This design comes from an exercise in tuning for small area, a short achievable clock period and few clock cycles per item on the open sky130 flow, not from production work.
In this exercise RTL edits were held to simulation tests only and were not proved equivalent to the original.
Power is estimated from default activity; no workload was simulated.

==> inputs of 09-09 <==
## icu_quant
module icu_quant (
    input  wire        clk,
    input  wire        rst,
    input  wire        in_valid,
    output wire        in_ready,
    input  wire [23:0] in_rgb,
    output reg         out_valid,
    input  wire        out_ready,
    output reg  [23:0] out_lo,
    output reg  [23:0] out_hi,
    output reg  [7:0]  out_avg
);
==> flow/config.mk <==
export PLATFORM = sky130hd
export DESIGN_NAME = icu_quant
export DESIGN_NICKNAME = icu_quant
export VERILOG_FILES = /design/flow/design.v
export SDC_FILE = /design/flow/constraint.sdc
export NUM_CORES = 4
export LEC_CHECK = 0
export CAP_MARGIN = 20
export CORE_MARGIN = 2
export CORE_UTILIZATION = 55
export CTS_BUF_LIST = sky130_fd_sc_hd__clkbuf_4 sky130_fd_sc_hd__clkbuf_8
export CTS_CLUSTER_SIZE = 30
export PLACE_DENSITY = 0.7
export SLEW_MARGIN = 20
==> flow/constraint.sdc <==
create_clock -name core_clock -period 22.0 [get_ports {clk}]
set_input_delay 4.4000 -clock core_clock [delete_from_list [all_inputs] [get_ports {clk}]]
set_output_delay 4.4000 -clock core_clock [all_outputs]
set_load 0.01 [all_outputs]
standard.sh (not shown) runs the stock make flow with config.mk's settings and CLKGATE_MAP_FILE= SYNTH_SCRIPT=/design/flow/synth_recipe.tcl, a recipe that flattens the netlist after the stock synthesis.
==> flow/flow/run.sh <==
#!/bin/bash
# Standard layout, with the port buffers made by a regular buffer cell
# instead of the flow's default choice.
set -e
export BUFFER_PORTS_ARGS="-buffer_cell sky130_fd_sc_hd__buf_4"
bash standard.sh > standard.log 2>&1
==> 08-13 (differences from 09-09) <==
==> flow/run.sh (new file) <==
#!/bin/bash
# synth_recipe.tcl (not shown) runs the flow's synth.tcl, then flattens the netlist and writes it again
# the make line also repeats each setting of config.mk as NAME=value (left out here)
make -C /OpenROAD-flow-scripts/flow DESIGN_CONFIG=/design/flow/config.mk WORK_HOME=/design/flow/orfs CLKGATE_MAP_FILE= SYNTH_SCRIPT=/design/flow/synth_recipe.tcl finish
--- a/flow/config.mk
+++ b/flow/config.mk
@@ -9,6 +9,3 @@
 export CORE_MARGIN = 2
-export CORE_UTILIZATION = 55
-export CTS_BUF_LIST = sky130_fd_sc_hd__clkbuf_4 sky130_fd_sc_hd__clkbuf_8
-export CTS_CLUSTER_SIZE = 30
-export PLACE_DENSITY = 0.7
+export CORE_UTILIZATION = 40
 export SLEW_MARGIN = 20
removed: flow/flow/run.sh
removed: flow/standard.sh
==> run notes <==
clock share of power=31.4%; Placement Cell Area=55700 µm²; Tcrit/Tclk final=30.1%; multi-input combinational area share=42.3%; pwr dens=104 nW/µm²; drt pass-1 iters=11; metal2 WL=53100 µm; Initial Utilization=40.3%; GR Layer Usage met3=2.54%; Logic pwr share=28.1%; design area=59600 µm²; clk_skew=0.0579 ns; status=complete, no violations; clk cell area share=6.53%; Post-Route WL=108000 µm; Seq pwr share=40.5%
[end of results for 08-13]
==> run notes <==
GR Layer Usage met3=4.16%; clk cell area share=6.04%; Seq pwr share=42.1%; metal2 WL=50100 µm; Logic pwr share=28.8%; Placement Cell Area=54900 µm²; clk_skew=0.0379 ns; Post-Route WL=105000 µm; Synth-to-Final Area Change=10.0%; pwr dens=102 nW/µm²; design area=58400 µm²; Tcrit/Tclk final=29.7%; Initial Utilization=55.7%; status=complete, no violations
[end of results for 09-09]
Testbench counts of 09-09, summed over its fixed seeds: cycles 6,456, items 384.
Testbench counts of 08-13, summed over its fixed seeds: cycles 6,456, items 384.


==> inputs of juniper <==
icu_quant, a different RTL version from the one above (not shown whole).
Settings: LEC_CHECK=0, CAP_MARGIN=20, CORE_MARGIN=2, CORE_UTILIZATION=50, PLACE_DENSITY=0.65, SLEW_MARGIN=20; clock period 22.0 ns.
==> flow/flow/run.sh <==
#!/bin/bash
# The standard layout (the standard.sh, all steps), with three changes:
#  - the port buffers are made with a regular buf_4 cell instead of the
#    flow's default choice;
#  - the clock tree is built with larger sink clusters (up to 25 sinks,
#    100 um across) and without dummy loads;
#  - the timing repair steps aim at a 5.5 ns period instead of only
#    meeting the 22 ns clock (the constraints themselves are unchanged).
# The full output goes to standard.log in this folder.
set -e
export BUFFER_PORTS_ARGS="-buffer_cell sky130_fd_sc_hd__buf_4"
export CTS_ARGS="-sink_clustering_enable -repair_clock_nets -dont_use_dummy_load -sink_clustering_size 25 -sink_clustering_max_diameter 100"
export SETUP_SLACK_MARGIN=16.5
bash standard.sh > standard.log 2>&1
==> harbor (differences from juniper) <==
--- a/flow/design.v
+++ b/flow/design.v
@@ -284,80 +284,81 @@
     wire n276 = n241 ^ n242 ^ g[6];
     wire n277 = (n241 & n242) | (g[6] & (n241 ^ n242));
     wire n278 = ~(~g[4] ^ ~b[7]);
     wire n279 = ~g[4] | ~b[7];
     wire n280 = n243 ^ r[5] ^ g[7];
     wire n281 = (n243 & r[5]) | (g[7] & (n243 ^ r[5]));
-    wire n282 = ~r[3] ^ ~r[0];
-    wire n283 = ~r[3] & ~r[0];
-    wire n284 = n244 ^ b[4] ^ ~b[1];
-    wire n285 = (n244 & b[4]) | (~b[1] & (n244 ^ b[4]));
-    wire n286 = n245 ^ n246 ^ b[5];
-    wire n287 = (n245 & n246) | (b[5] & (n245 ^ n246));
-    wire n288 = n247 ^ n248 ^ n250;
-    wire n289 = (n247 & n248) | (n250 & (n247 ^ n248));
-    wire n290 = n249 ^ n251 ^ n252;
-    wire n291 = (n249 & n251) | (n252 & (n249 ^ n251));
-    wire n292 = n253 ^ n255 ^ n256;
-    wire n293 = (n253 & n255) | (n256 & (n253 ^ n255));
-    wire n294 = n257 ^ n259 ^ n260;
-    wire n295 = (n257 & n259) | (n260 & (n257 ^ n259));
-    wire n296 = n261 ^ n263 ^ n264;
-    wire n297 = (n261 & n263) | (n264 & (n261 ^ n263));
-    wire n298 = n265 ^ n267 ^ n268;
-    wire n299 = (n265 & n267) | (n268 & (n265 ^ n267));
-    wire n300 = n269 ^ n271 ^ n272;
-    wire n301 = (n269 & n271) | (n272 & (n269 ^ n271));
-    wire n302 = n273 ^ n275 ^ n276;
-    wire n303 = (n273 & n275) | (n276 & (n273 ^ n275));
-    wire n304 = n277 ^ n279 ^ n280;
-    wire n305 = (n277 & n279) | (n280 & (n277 ^ n279));
-    wire n306 = n281 ^ ~g[5] ^ r[6];
-    wire n307 = (n281 & ~g[5]) | (r[6] & (n281 ^ ~g[5]));
-    wire n308 = r[7] ^ ~g[7];
-    wire n309 = r[7] & ~g[7];
-    wire n310 = ~r[0] ^ b[0];
-    wire n311 = ~r[0] & b[0];
-    wire n312 = ~r[1] ^ b[1];
-    wire n313 = ~r[1] & b[1];
-    wire n314 = ~r[2] ^ b[2];
-    wire n315 = ~r[2] & b[2];
-    wire n316 = n282 ^ b[3] ^ ~b[0];
-    wire n317 = (n282 & b[3]) | (~b[0] & (n282 ^ b[3]));
-    wire n318 = ~(n283 ^ n284);
-    wire n319 = n283 | n284;
-    wire n320 = n285 ^ n286 ^ ~b[2];
-    wire n321 = (n285 & n286) | (~b[2] & (n285 ^ n286));
-    wire n322 = n287 ^ n288 ^ ~b[0];
-    wire n323 = (n287 & n288) | (~b[0] & (n287 ^ n288));
-    wire n324 = n289 ^ n290 ^ n254;
-    wire n325 = (n289 & n290) | (n254 & (n289 ^ n290));
-    wire n326 = n291 ^ n292 ^ n258;
-    wire n327 = (n291 & n292) | (n258 & (n291 ^ n292));
-    wire n328 = n293 ^ n294 ^ n262;
-    wire n329 = (n293 & n294) | (n262 & (n293 ^ n294));
-    wire n330 = n295 ^ n296 ^ n266;
-    wire n331 = (n295 & n296) | (n266 & (n295 ^ n296));
-    wire n332 = n297 ^ n298 ^ n270;
-    wire n333 = (n297 & n298) | (n270 & (n297 ^ n298));
-    wire n334 = n299 ^ n300 ^ n274;
-    wire n335 = (n299 & n300) | (n274 & (n299 ^ n300));
-    wire n336 = n301 ^ n302 ^ n278;
-    wire n337 = (n301 & n302) | (n278 & (n301 ^ n302));
-    wire n338 = n303 ^ n304 ^ g[5];
-    wire n339 = (n303 & n304) | (g[5] & (n303 ^ n304));
-    wire n340 = n305 ^ n306 ^ ~g[6];
-    wire n341 = (n305 & n306) | (~g[6] & (n305 ^ n306));
-    wire n342 = ~(n307 ^ n308);
-    wire n343 = n307 | n308;
-    wire n344 = ~n309;
+    wire n282 = ~~g[5];
+    wire n283 = ~r[3] ^ ~r[0];
+    wire n284 = ~r[3] & ~r[0];
+    wire n285 = n244 ^ b[4] ^ ~b[1];
+    wire n286 = (n244 & b[4]) | (~b[1] & (n244 ^ b[4]));
+    wire n287 = n245 ^ n246 ^ b[5];
+    wire n288 = (n245 & n246) | (b[5] & (n245 ^ n246));
+    wire n289 = n247 ^ n248 ^ n250;
+    wire n290 = (n247 & n248) | (n250 & (n247 ^ n248));
+    wire n291 = n249 ^ n251 ^ n252;
+    wire n292 = (n249 & n251) | (n252 & (n249 ^ n251));
+    wire n293 = n253 ^ n255 ^ n256;
+    wire n294 = (n253 & n255) | (n256 & (n253 ^ n255));
+    wire n295 = n257 ^ n259 ^ n260;
+    wire n296 = (n257 & n259) | (n260 & (n257 ^ n259));
+    wire n297 = n261 ^ n263 ^ n264;
+    wire n298 = (n261 & n263) | (n264 & (n261 ^ n263));
+    wire n299 = n265 ^ n267 ^ n268;
+    wire n300 = (n265 & n267) | (n268 & (n265 ^ n267));
+    wire n301 = n269 ^ n271 ^ n272;
+    wire n302 = (n269 & n271) | (n272 & (n269 ^ n271));
+    wire n303 = n273 ^ n275 ^ n276;
+    wire n304 = (n273 & n275) | (n276 & (n273 ^ n275));
+    wire n305 = n277 ^ n279 ^ n280;
+    wire n306 = (n277 & n279) | (n280 & (n277 ^ n279));
+    wire n307 = n281 ^ ~g[5] ^ r[6];
+    wire n308 = (n281 & ~g[5]) | (r[6] & (n281 ^ ~g[5]));
+    wire n309 = r[7] ^ ~g[7];
+    wire n310 = r[7] & ~g[7];
+    wire n311 = ~r[0] ^ b[0];
+    wire n312 = ~r[0] & b[0];
+    wire n313 = ~r[1] ^ b[1];
+    wire n314 = ~r[1] & b[1];
+    wire n315 = ~r[2] ^ b[2];
+    wire n316 = ~r[2] & b[2];
+    wire n317 = n283 ^ b[3] ^ ~b[0];
+    wire n318 = (n283 & b[3]) | (~b[0] & (n283 ^ b[3]));
+    wire n319 = ~(n284 ^ n285);
+    wire n320 = n284 | n285;
+    wire n321 = n286 ^ n287 ^ ~b[2];
+    wire n322 = (n286 & n287) | (~b[2] & (n286 ^ n287));
+    wire n323 = n288 ^ n289 ^ ~b[0];
+    wire n324 = (n288 & n289) | (~b[0] & (n288 ^ n289));
+    wire n325 = n290 ^ n291 ^ n254;
+    wire n326 = (n290 & n291) | (n254 & (n290 ^ n291));
+    wire n327 = n292 ^ n293 ^ n258;
+    wire n328 = (n292 & n293) | (n258 & (n292 ^ n293));
+    wire n329 = n294 ^ n295 ^ n262;
+    wire n330 = (n294 & n295) | (n262 & (n294 ^ n295));
+    wire n331 = n296 ^ n297 ^ n266;
+    wire n332 = (n296 & n297) | (n266 & (n296 ^ n297));
+    wire n333 = n298 ^ n299 ^ n270;
+    wire n334 = (n298 & n299) | (n270 & (n298 ^ n299));
+    wire n335 = n300 ^ n301 ^ n274;
+    wire n336 = (n300 & n301) | (n274 & (n300 ^ n301));
+    wire n337 = n302 ^ n303 ^ n278;
+    wire n338 = (n302 & n303) | (n278 & (n302 ^ n303));
+    wire n339 = n304 ^ n305 ^ n282;
+    wire n340 = (n304 & n305) | (n282 & (n304 ^ n305));
+    wire n341 = n306 ^ n307 ^ ~g[6];
+    wire n342 = (n306 & n307) | (~g[6] & (n306 ^ n307));
+    wire n343 = ~(n308 ^ n309);
+    wire n344 = n308 | n309;
+    wire n345 = ~n310;
     wire [17:0] xy_s = {1'b0, n74, n72, n70, n68, n66, n64, n62, n60, n58, n56, n54, n52, n50, n49, r[2], r[1], r[0]} + {1'b0, g[7], n73, n71, n69, n67, n65, n63, n61, n59, n57, n55, n53, n51, 1'b1, b[1], b[0], 1'b0};
     assign xy = xy_s[17:3];
     wire [17:0] xcb_s = {n215, n213, n211, n209, n207, n205, n203, n201, n199, n197, n195, n193, n191, n189, n187, n185, n183, n182} + {1'b1, n214, n212, n210, n208, n206, n204, n202, n200, n198, n196, n194, n192, n190, n188, n186, n184, 1'b1};
     assign xcb = xcb_s[17:3];
-    wire [17:0] xcr_s = {n343, n341, n339, n337, n335, n333, n331, n329, n327, n325, n323, n321, n319, n317, n315, n313, n311, n310} + {n344, n342, n340, n338, n336, n334, n332, n330, n328, n326, n324, n322, n320, n318, n316, n314, n312, 1'b1};
+    wire [17:0] xcr_s = {n344, n342, n340, n338, n336, n334, n332, n330, n328, n326, n324, n322, n320, n318, n316, n314, n312, n311} + {n345, n343, n341, n339, n337, n335, n333, n331, n329, n327, n325, n323, n321, n319, n317, n315, n313, 1'b1};
     assign xcr = xcr_s[17:3];
 endmodule
 module icu_d125a (
     input  wire [14:0] x,
     output wire [7:0]  a,
     output wire [9:0]  t
- CORE_UTILIZATION: 50 -> 40
- PLACE_DENSITY: 0.65 -> not set
==> comparison <==
Between juniper and harbor, the lower core utilization is in harbor (gap 11 points).
In juniper the die area is smaller than in harbor, by 20%.
In juniper the worst setup slack is better than in harbor, by 22 ps.
In juniper the via count is smaller than in harbor, by about 1.4%.
In combinational power, juniper and harbor hardly differ.
Against harbor, the first-iteration DRC count of juniper is lower by 1.7%.
Between harbor and juniper, the lower worst hold slack is in juniper (gap 53 ps).
==> figures <==
Detailed-route via count: harbor 31.0k; juniper 30.6k
Vertical die dimension: harbor 367 um; juniper 328 um
Endpoint of the most critical register-to-register path: harbor hi_cb[19]; juniper hi_y[17]
Number of iterations in the first detailed-routing pass: harbor 7; juniper 8
Part of the total power dissipated in the clock network: harbor 17.0%; juniper 16.8%
Area fraction of clock buffers and clock inverters: harbor 2.34%; juniper 2.32%
Number of library cell types mapped by synthesis: harbor 70; juniper 79
Share of the final layout cell area in multi-input gates: harbor 44.5%; juniper 44.8%
Tightest Pin Transition: harbor 1060 ps; juniper 1070 ps
Status: harbor timing/DRC/antenna clean; juniper timing/DRC/antenna clean
Largest net degree at the start of global routing: harbor 88; juniper 89
Worst hold margin: harbor 324 ps; juniper 271 ps
Compound-gate portion of the synthesized area: harbor 8.01%; juniper 7.38%
Wire length of the first global-routing pass: harbor 169000 um; juniper 165000 um
Launching element of the worst setup path: harbor out_avg[3]; juniper out_avg[0]
Testbench counts of juniper, summed over its fixed seeds: cycles 6,456, items 384.
Testbench counts of harbor, summed over its fixed seeds: cycles 6,456, items 384.

## afterwards: timing with drivers on the ports
Ports are ideal in the flow. The routed layouts listed here were re-timed in OpenROAD.
Step 1 (the two cells are an assumption about what drives the block):
set clk [get_ports {clk}]
set_driving_cell -lib_cell sky130_fd_sc_hd__clkbuf_16 $clk
set_driving_cell -lib_cell sky130_fd_sc_hd__buf_2 [delete_from_list [all_inputs] $clk]
Step 2 moves the port delays by t, midway between the first and last clock arrival at a register: inputs arrive t later, outputs are due t later. That takes back most of the time a late clock gives input paths.
Three values: no drivers, after step 1, after step 2; two values: the first two.
run | t (ns) | setup slack, ns | worst hold slack (ns) | clock arrival spread, ns | slew at the worst register clock pin (ns)
09-09 | 0.879 | 15.462 / 15.462 / 15.462 | 0.297 / 0.297 / 0.297 | 0.045 / 0.045 | 0.07 / 0.07
08-13 | 0.786 | 15.368 / 15.368 / 15.368 | 0.304 / 0.304 / 0.304 | 0.058 / 0.058 | 0.07 / 0.07
juniper | 0.709 | 16.405 / 16.341 / 16.576 | 0.271 / 0.271 / 0.271 | 0.101 / 0.101 | 0.10 / 0.10
harbor | 0.709 | 16.383 / 16.307 / 16.564 | 0.324 / 0.324 / 0.324 | 0.083 / 0.083 | 0.10 / 0.10
After both steps setup and hold are still met in every run listed.
